This is an optimization exercise on Yosys and OpenROAD, whose aim is small area, a short achievable clock period and few clock cycles, not a production implementation. No activity file was given, so power comes from the tool's default toggle rates.

==> build 53 <==
==> flow/design.v (excerpt) <==
module oac_core (
    input  wire        clk,
    input  wire        rst,           
    input  wire [31:0] stack_init,    
    output reg         mem_req,
    output reg         mem_we,
    output reg  [6:0]  mem_addr,
    output wire [31:0] mem_wdata,
    input  wire        mem_ready,
    input  wire [31:0] mem_rdata,
    output wire        halted,
    output wire        faulted,
    output reg  [2:0]  fault_kind,
    output wire [31:0] fault_value,
    output wire [31:0] fault_addr,
    input  wire [3:0]  dbg_idx,
    output wire [31:0] dbg_data
);
==> flow/config.mk <==
export PLATFORM = sky130hd
export DESIGN_NAME = oac_core
export DESIGN_NICKNAME = oac_core
export VERILOG_FILES = /design/flow/design.v
export SDC_FILE = /design/flow/constraint.sdc
export NUM_CORES = 4
export LEC_CHECK = 0
export CAP_MARGIN = 20
export CORE_MARGIN = 2
export CORE_UTILIZATION = 40
export SETUP_SLACK_MARGIN = 5
export SLEW_MARGIN = 20
==> flow/constraint.sdc <==
create_clock -name core_clock -period 12.0 [get_ports {clk}]
set_input_delay 2.4000 -clock core_clock [delete_from_list [all_inputs] [get_ports {clk}]]
set_output_delay 2.4000 -clock core_clock [all_outputs]
set_load 0.01 [all_outputs]
standard.sh (not shown) runs the stock make flow with config.mk's settings and CLKGATE_MAP_FILE= SYNTH_SCRIPT=/design/flow/synth_recipe.tcl, a recipe that flattens the netlist after the stock synthesis.
==> flow/flow/run.sh <==
#!/bin/bash
# Standard layout, with plain buf_1 cells as the port buffers (ORFS otherwise
# picks clkdlybuf4s50_1, a slow delay cell), and timing repair aiming at a
# setup slack of 6 ns. Each ORFS step keeps its own log under orfs/logs;
# make's output goes to flow_make.log.
set -euo pipefail
bash standard.sh "BUFFER_PORTS_ARGS=-buffer_cell sky130_fd_sc_hd__buf_1" "SETUP_SLACK_MARGIN=6" finish > flow_make.log 2>&1
==> inputs of build 4, as changes to build 53 <==
--- a/flow/design.v
+++ b/flow/design.v
@@ -31,13 +31,10 @@
     reg [6:0]  m7;          
     reg [4:0]  opc;         
     reg [3:0]  ridx;        
     reg [1:0]  exk;         
     reg        ffetch;      
-    reg        fpend;       
-    reg        rst_q;       
-    reg        rph;         
     wire [31:0] w = mem_rdata;
     wire is_rr   = (opc == 5'd1) | (opc == 5'd5) | (opc == 5'd9);
     wire is_mr   = (opc == 5'd2) | (opc == 5'd6) | (opc == 5'd10);
     wire is_rm   = (opc == 5'd3) | (opc == 5'd7);
     wire is_mrm  = (opc == 5'd11);
@@ -63,14 +60,14 @@
     wire jcond = (opc[0] ? fl[0] : fl[1]);               
     wire vf    = (state == S_O1) & is_jzn & ~pc_oob & ~jcond;
     wire fetch = (state == S_F) | vf;
     assign dbg_data    = pv;
     assign fault_value = t;
-    assign fault_addr  = sb;
+    assign fault_addr  = ffetch ? t : {25'd0, a};
     reg  [3:0]  pidx;
     reg         fpc;           
-    wire [1:0]  k = (state == S_FAULT) ? 2'd0 : is_inc ? 2'd1 : is_jc ? 2'd3 : 2'd2;
+    wire [1:0]  k = is_inc ? 2'd1 : is_jc ? 2'd3 : 2'd2;
     wire [7:0]  pc_stmt = {1'b0, a} + {6'd0, k};
     wire        hlt = (state == S_HALT);
     wire [3:0]  ridx_p = hlt ? dbg_idx : pidx;   
     reg  [31:0] pv;
     always @(*) begin
@@ -87,11 +84,11 @@
         endcase
     end
     reg zp, ip, iq, cin;
     reg [1:0] qs;              
     wire [31:0] alu_p = zp ? 32'd0 : (pv ^ {32{ip}});
-    wire [31:0] alu_q = (qs == 2'd1) ? t : (qs == 2'd2) ? w : (qs == 2'd3) ? stack_init : 32'd0;
+    wire [31:0] alu_q = (qs == 2'd1) ? t : (qs == 2'd2) ? w : 32'd0;
     wire [31:0] res   = alu_p + (alu_q ^ {32{iq}}) + {31'd0, cin};
     wire        res_z = (res == 32'd0);
     wire        res_n = res[31];
     wire        lt    = res_n ^ ((pv[31] ^ t[31]) & (res_n ^ pv[31]));    
     wire taken = (opc == 5'd17) ?  res_z :
@@ -179,29 +176,22 @@
                 iq = op_sub; cin = op_sub | is_inc;
             end
             S_FIX: begin
                 zp = 1'b1; qs = 2'd1; cin = 1'b1;      
             end
-            S_FAULT: begin                             
-                pidx = 4'd4; zp = ffetch; qs = {1'b0, ffetch};
-            end
-            S_HALT: ;
+            S_FAULT, S_HALT: ;
             default: ;
         endcase
         if (fault_now) begin                           
             pidx = fv_st ? 4'd8 : 4'd4; fpc = 1'b1;
             zp = 1'b0; ip = 1'b0; iq = 1'b0; qs = 2'd0;
             cin = vf;
         end
-        if (rst_q) begin                               
-            zp = 1'b1; ip = 1'b0; iq = 1'b0; cin = 1'b0;
-            qs = rph ? 2'd3 : 2'd0;
-        end
     end
     assign mem_wdata = (state == S_MWR) ? t : {24'd0, pc};
     assign halted  = (state == S_HALT);
-    assign faulted = (state == S_FAULT) & ~fpend;
+    assign faulted = (state == S_FAULT);
     wire done = mem_req & mem_ready;
     reg        we;           
     reg [3:0]  widx;
     reg        setf;         
     always @(*) begin
@@ -213,41 +203,38 @@
                 default: ;
             endcase
             S_EXW: setf = ~op_mov;
             S_O3:  if (done) setf = 1'b1;
             S_MRD: if (done & is_rm) setf = 1'b1;
-            S_FAULT: if (fpend) begin we = 1'b1; widx = 4'd7; end
             default: ;
         endcase
     end
-    wire clr = rst_q & ~rph;
-    wire ld  = rst_q & rph;
-    wire wr  = we & ~rst_q;
-    always @(posedge clk) begin
-        rst_q <= rst;
-        rph   <= rst & ~rph;
-        if ((wr & (widx == 4'd0)) | clr) r0 <= res;
-        if ((wr & (widx == 4'd1)) | clr) r1 <= res;
-        if ((wr & (widx == 4'd2)) | clr) r2 <= res;
-        if ((wr & (widx == 4'd3)) | clr) r3 <= res;
-        if ((wr & (widx == 4'd7)) | ld)  sb <= res;
-        if ((wr & (widx == 4'd8)) | ld)  st <= res;
-        if ((wr & (widx == 4'd6)) | clr) fl <= res;
-        else if (setf & ~rst_q)          fl <= {fl[31:2], res_n, res_z};
-    end
     always @(posedge clk) begin
         if (rst) begin
             state <= S_F;
-            pc <= 8'd0; pcbig <= 1'b0;
+            r0 <= 32'd0; r1 <= 32'd0; r2 <= 32'd0; r3 <= 32'd0;
+            pc <= 8'd0; pcbig <= 1'b0; fl <= 32'd0;
+            sb <= stack_init; st <= stack_init;
             exk <= X_NONE;
         end else begin
+            if (we) begin
+                case (widx)
+                    4'd0: r0 <= res;
+                    4'd1: r1 <= res;
+                    4'd2: r2 <= res;
+                    4'd3: r3 <= res;
+                    4'd7: sb <= res;
+                    4'd8: st <= res;
+                    default: ;
+                endcase
+            end
+            if (we & (widx == 4'd6)) fl <= res;
+            else if (setf)           fl <= {fl[31:2], res_n, res_z};
             if (state == S_F) exk <= X_NONE;
-            if (state == S_FAULT) fpend <= 1'b0;
             if (fetch) a <= vf ? pc1[6:0] : pc[6:0];
             if (fault_now) begin
                 state      <= S_FAULT;
-                fpend      <= 1'b1;
                 fault_kind <= fk_now;
                 ffetch     <= fetch;
                 if (~pcbig) t <= res;              
             end else if (fetch) begin
                 if (done) begin
@@ -268,11 +255,11 @@
                 case (state)
                     S_O1: if (done) begin
                         ridx <= w[3:0];
                         t    <= w;
                         if ((is_rr | is_rm | is_mrm | is_jc | is_inc) & w_bad) begin
-                            state <= S_FAULT; fpend <= 1'b1; fault_kind <= K_BADREG; ffetch <= 1'b0;
+                            state <= S_FAULT; fault_kind <= K_BADREG; ffetch <= 1'b0;
                         end else if (is_jmp | is_jzn) begin
                             pc <= w[7:0]; pcbig <= (w[31:8] != 24'd0); state <= S_F;
                         end else if (is_inc) begin
                             if (w_is4) state <= S_EXW;
                             else begin
@@ -287,11 +274,11 @@
                     S_O2: if (done) begin
                         ridx <= w[3:0];
                         if (is_rr | is_jc) t <= res;
                         if (w_bad) begin
                             t <= w;
-                            state <= S_FAULT; fpend <= 1'b1; fault_kind <= K_BADREG; ffetch <= 1'b0;
+                            state <= S_FAULT; fault_kind <= K_BADREG; ffetch <= 1'b0;
                         end else if (is_jc) begin
                             pc <= pc1; state <= S_O3;
                         end else if (w_is4) begin
                             state <= S_EXW;
                         end else begin
@@ -307,11 +294,11 @@
                     S_SAVE: if (done) state <= S_M1;
                     S_M1: if (done) begin
                         m7 <= w[6:0];
                         t  <= (is_mrm & ~w_oob) ? res : w;
                         if (w_oob) begin
-                            state <= S_FAULT; fpend <= 1'b1; fault_kind <= K_OOB; ffetch <= 1'b0;
+                            state <= S_FAULT; fault_kind <= K_OOB; ffetch <= 1'b0;
                         end else if (is_mr) begin
                             pc <= pc1; state <= S_MRD;
                         end else
                             state <= is_rm ? S_MRD : S_MWR;
                     end
@@ -348,11 +335,11 @@
                             state <= S_FV; fault_kind <= K_OOB;
                         end else if (done)
                             state <= S_F;
                     end
                     S_FV: begin
-                        t <= res; state <= S_FAULT; fpend <= 1'b1; ffetch <= 1'b0;
+                        t <= res; state <= S_FAULT; ffetch <= 1'b0;
                     end
                     S_EXW: begin
                         t <= res; state <= S_FIX;
                     end
                     S_FIX: begin
==> flow/run.sh (new file) <==
#!/bin/bash
# synth_recipe.tcl (not shown) runs the flow's synth.tcl, then flattens the netlist and writes it again
# the make line also repeats each setting of config.mk as NAME=value (left out here)
make -C /OpenROAD-flow-scripts/flow DESIGN_CONFIG=/design/flow/config.mk WORK_HOME=/design/flow/orfs CLKGATE_MAP_FILE= SYNTH_SCRIPT=/design/flow/synth_recipe.tcl finish
removed: flow/flow/run.sh
removed: flow/standard.sh
==> comparison <==
Build 4 finished clean. Build 53 went through all stages and came out clean.
In build 4 the synthesized cell count is higher than in build 53, by 28%.
Against build 4, the non-clock buffer count of build 53 is higher by 25.
In register-to-register slack, build 4 and build 53 hardly differ.
Against build 53, the fmax of build 4 is smaller by 1.5%.
Total power: build 53 is lower than build 4 (about 9%).
Against build 4, the clock skew of build 53 is higher by 0.021 ns.
Of build 53 and build 4, build 4 has the higher synthesized area (gap about 6%, measured against build 4).
Against build 53, the sequential power of build 4 is lower by 21%.
Of build 4 and build 53, build 4 has the higher routed wire length (gap 9.9%, measured against build 53).
Sequential cell count: build 4 is lower than build 53 (3).
==> figures <==
item	build 4	build 53
Outcome	complete, no violations	complete, no violations
GR Util All Layers	37.53%	36.54%
Fraction of the mapped netlist area in compound gates	27.10%	24.08%
Register cell area after layout	7204 sq um	8871 sq um
Internal power component	0.004692 W	0.004636 W
Die Width	232.3 um	225.3 um
Fraction of synthesized cell area taken by the top area cell type	17.72%	43.55%
Data arrival, critical path	8.32 ns	8.10 ns
Placement-stage cell area	23860 sq um	21540 sq um
Worst hold margin	0.4498 ns	0.4728 ns
Final clock-cell share	4.467%	4.512%
Part of the total power dissipated in combinational logic	71.7%	64.3%
Maximum number of pins on one net before global-route repair	185	42
Routability Congestion	1.005	0.9945
Capturing instance or port of the critical path	pc[0]$_SDFFE_PP0P_	pc[2]$_SDFFE_PP0P_
Wire length the detailed router placed on met1	43.62 mm	34.33 mm
Share of cell area taken by muxes after synthesis	3.452%	1.329%
DRT Wirelength	105.0 mm	95.55 mm
Crit path max fanout	6	7
Routed length on met3	14.34 mm	10.02 mm
Post-synthesis share of cell area spent on and, or, nand and nor gates	21.76%	16.47%
Function was not checked in any run of this note: the RTL went through the layout flow alone.

re-timing with driven ports:
Ports are ideal in the flow. The routed layouts listed here were re-timed in OpenROAD.
Step 1, drivers: a clkbuf_16 drives clk and a buf_2 each remaining input, both assumed.
Step 2 times the ports against the registers' clock, not the clock port: input delays grow and output delays shrink by t, the midpoint of the rising clock arrivals with the driver on.
Three values: no drivers, after step 1, after step 2; two values: the first two.
run | shift t [ns] | setup slack, ns | worst setup path after step 2 | clock arrival spread, ns
build 53 | 0.631 | 4.341 / 4.329 / 3.697 | input to register | 0.049 / 0.049
build 4 | 0.645 | 4.226 / 4.251 / 3.606 | input to register | 0.029 / 0.029
After both steps every run listed still meets setup and hold. The setup slack of build 53, which loses most, moves by -0.012 ns with the drivers and by -0.644 ns with both steps.
